This is an optimization exercise on Yosys and OpenROAD, whose aim is small area, a short achievable clock period and few clock cycles per item, not a production implementation. The RTL was checked by simulation tests, not by an equivalence proof against the original design.

## JK
## mont_mul
module mont_mul (
    input  wire         clk,
    input  wire         rst,
    input  wire         start,
    input  wire [1:0]   op,
    input  wire [259:0] a,
    input  wire [259:0] b,
    output wire         ready,
    output reg          done,
    output wire [259:0] result
);
    localparam [259:0] L    = 260'h1000000000000000000000000000000014def9dea2f79cd65812631a5cf5d3ed;
    localparam [259:0] RR   = 260'h9411b7c309a3dceec73d217f5be65cb687604d63c715bea69f9d265e952d13b;
    localparam [260:0] NEGL = (261'd1 << 261) - {1'b0, L};
    localparam [124:0] LC   = L[124:0];
    localparam [1:0] OP_MUL = 2'd1, OP_TOMONT = 2'd2, OP_FROMMONT = 2'd3;
    reg  [260:0] A;           
    reg  [259:0] B;           
    reg          y_rr, y_one;  
    reg  [265:0] RS, RC;      
    reg  [32:0]  CR;          
    reg  [6:0]   cnt;
    reg          run, first, active, sub, pend, p1, op_mul, ready_r, negl, settled;
    assign ready  = ready_r;
    assign result = RS[259:0];
    wire acc = start & ready_r;
    wire [259:0] Y = B;
    wire [260:0] Y1 = {1'b0, Y};
    wire [260:0] Y2 = {Y, 1'b0};
    reg  [5:0] bc, bcn;
    wire neg0 = bc[0], one0 = bc[1], two0 = bc[2];
    wire neg1 = bc[3], one1 = bc[4], two1 = bc[5];
    wire neg0h = ~bcn[0], one0h = ~bcn[1], two0h = ~bcn[2];
    wire neg1h = ~bcn[3], one1h = ~bcn[4], two1h = ~bcn[5];
    wire [260:0] pp0 = {((one0h ? Y1[260:130] : 131'd0) | (two0h ? Y2[260:130] : 131'd0)) ^ {131{neg0h}},
                        ((one0  ? Y1[129:0]   : 130'd0) | (two0  ? Y2[129:0]   : 130'd0)) ^ {130{neg0}}};
  ...
Settings: LEC_CHECK=0, ABC_AREA=1, CAP_MARGIN=20, CORE_MARGIN=2, CORE_UTILIZATION=40, SETUP_SLACK_MARGIN=5, SLEW_MARGIN=20; clock period 9.0 ns.
standard.sh (not shown) runs the stock make flow with config.mk's settings and CLKGATE_MAP_FILE= SYNTH_SCRIPT=/design/flow/synth_recipe.tcl, a recipe that flattens the netlist after the stock synthesis.
==> flow/flow/run.sh <==
#!/bin/bash
# Own layout flow: the standard flow, with two changes between synthesis
# and floorplan:
#  1. flow/polarity.py removes the inverters that Yosys' full-adder extraction
#     leaves between full adders (each full adder is built in the polarity
#     that needs no inverter; the netlist's registers are not touched);
#  2. ports are buffered with buf_1 cells instead of the default delay cell.
# Each tool's output goes to a log file of its own in this folder.
set -euo pipefail
R=orfs/results/${FLOW_PLATFORM}/mont_mul/base
LIB=${FLOW_HOME}/platforms/${FLOW_PLATFORM}/lib/sky130_fd_sc_hd__tt_025C_1v80.lib

bash standard.sh synth > synth.log 2>&1
cp ${R}/1_2_yosys.v ${R}/1_2_yosys_std.v
python3 flow/polarity.py ${R}/1_2_yosys_std.v ${R}/1_2_yosys.v ${LIB} > polarity.log 2>&1
rm -f ${R}/1_synth.odb
BUFFER_PORTS_ARGS="-buffer_cell sky130_fd_sc_hd__buf_1" bash standard.sh finish > layout.log 2>&1
Other scripts of this flow, unchanged in this note and not shown: flow/flow/polarity.py
Testbench counts of JK, summed over its fixed seeds: cycles 38,428, items 384.
[inputs] MS vs JK
diff --git a/flow/design.v b/flow/design.v
--- a/flow/design.v
+++ b/flow/design.v
@@ -24,21 +24,17 @@
     assign ready  = ready_r;
     assign result = RS[259:0];
     wire acc = start & ready_r;
     wire [259:0] Y = B;
     wire [260:0] Y1 = {1'b0, Y};
     wire [260:0] Y2 = {Y, 1'b0};
-    reg  [5:0] bc, bcn;
+    reg  [5:0] bc;
     wire neg0 = bc[0], one0 = bc[1], two0 = bc[2];
     wire neg1 = bc[3], one1 = bc[4], two1 = bc[5];
-    wire neg0h = ~bcn[0], one0h = ~bcn[1], two0h = ~bcn[2];
-    wire neg1h = ~bcn[3], one1h = ~bcn[4], two1h = ~bcn[5];
-    wire [260:0] pp0 = {((one0h ? Y1[260:130] : 131'd0) | (two0h ? Y2[260:130] : 131'd0)) ^ {131{neg0h}},
-                        ((one0  ? Y1[129:0]   : 130'd0) | (two0  ? Y2[129:0]   : 130'd0)) ^ {130{neg0}}};
-    wire [260:0] pp1 = {((one1h ? Y1[260:130] : 131'd0) | (two1h ? Y2[260:130] : 131'd0)) ^ {131{neg1h}},
-                        ((one1  ? Y1[129:0]   : 130'd0) | (two1  ? Y2[129:0]   : 130'd0)) ^ {130{neg1}}};
+    wire [260:0] pp0 = ((one0 ? Y1 : 261'd0) | (two0 ? Y2 : 261'd0)) ^ {261{neg0}};
+    wire [260:0] pp1 = ((one1 ? Y1 : 261'd0) | (two1 ? Y2 : 261'd0)) ^ {261{neg1}};
     wire [261:0] gs = first ? (262'd1 << 261) : RS[265:4];
     reg  [4:0]   x5;
     always @(*) begin
         case ({first, RS[3:0], RC[3:0]})
             9'd0: x5 = 5'd0;
             9'd1: x5 = 5'd1;
@@ -2189,13 +2185,12 @@
             RS <= {5'd0, bsum};
             RC <= negl ? {5'd0, NEGL} : 266'd0;
         end
         CR <= run ? 33'd0 : (bcar & {33{~(rst | z)}});
         A  <= A_d;
         bc <= bc_d;
-        bcn <= ~bc_d;
         if (ready_r)
             B <= b;
         else if (cvp1 | y_rr)
             B <= RR;
         else if (y_one)
             B <= 260'd1;
--- outcome ---
MS finished end to end and its layout was clean on timing, DRC and antenna.
Sum of net half-perimeters after detailed placement went up by a few percent going from JK to MS.
Sort JK and MS by remaining max-slew budget at the tightest pin asc -> top: MS
Area growth from synthesis to final layout of JK is on par with MS.
MS vs. JK: routed wire length rose by 7.2 mm, number of buffers and inverters on the critical path rose by 1, area of the placeable core stayed essentially flat, worst-case clock skew fell by 0.0030 ns.
Setup WNS JK -> MS: better
Min post-route minimum period across JK and MS: MS
Detailed-routing wirelength on met1 grows by a few percent when moving from JK to MS.
Testbench counts of MS, summed over its fixed seeds: cycles 38,428, items 384.

-- port drivers added, routing unchanged --
Ports are ideal in the flow. The routed layouts listed here were re-timed in OpenROAD. Step 1 assumes that a clkbuf_16 drives the clock port and a buf_2 every other input. Step 2 times the ports against the registers' clock, not the clock port: input delays grow and output delays shrink by t, the midpoint of the rising clock arrivals with the driver on. Three values: ideal ports, drivers, drivers and shift; two values: the first two.
run | t, ns | setup slack, ns | worst hold slack (ns)
JK | 0.895 | 5.021 / 5.021 / 5.021 | 0.473 / 0.473 / 0.473
MS | 0.893 | 5.029 / 5.029 / 5.029 | 0.516 / 0.516 / 0.516
After both steps every run listed still meets setup and hold.
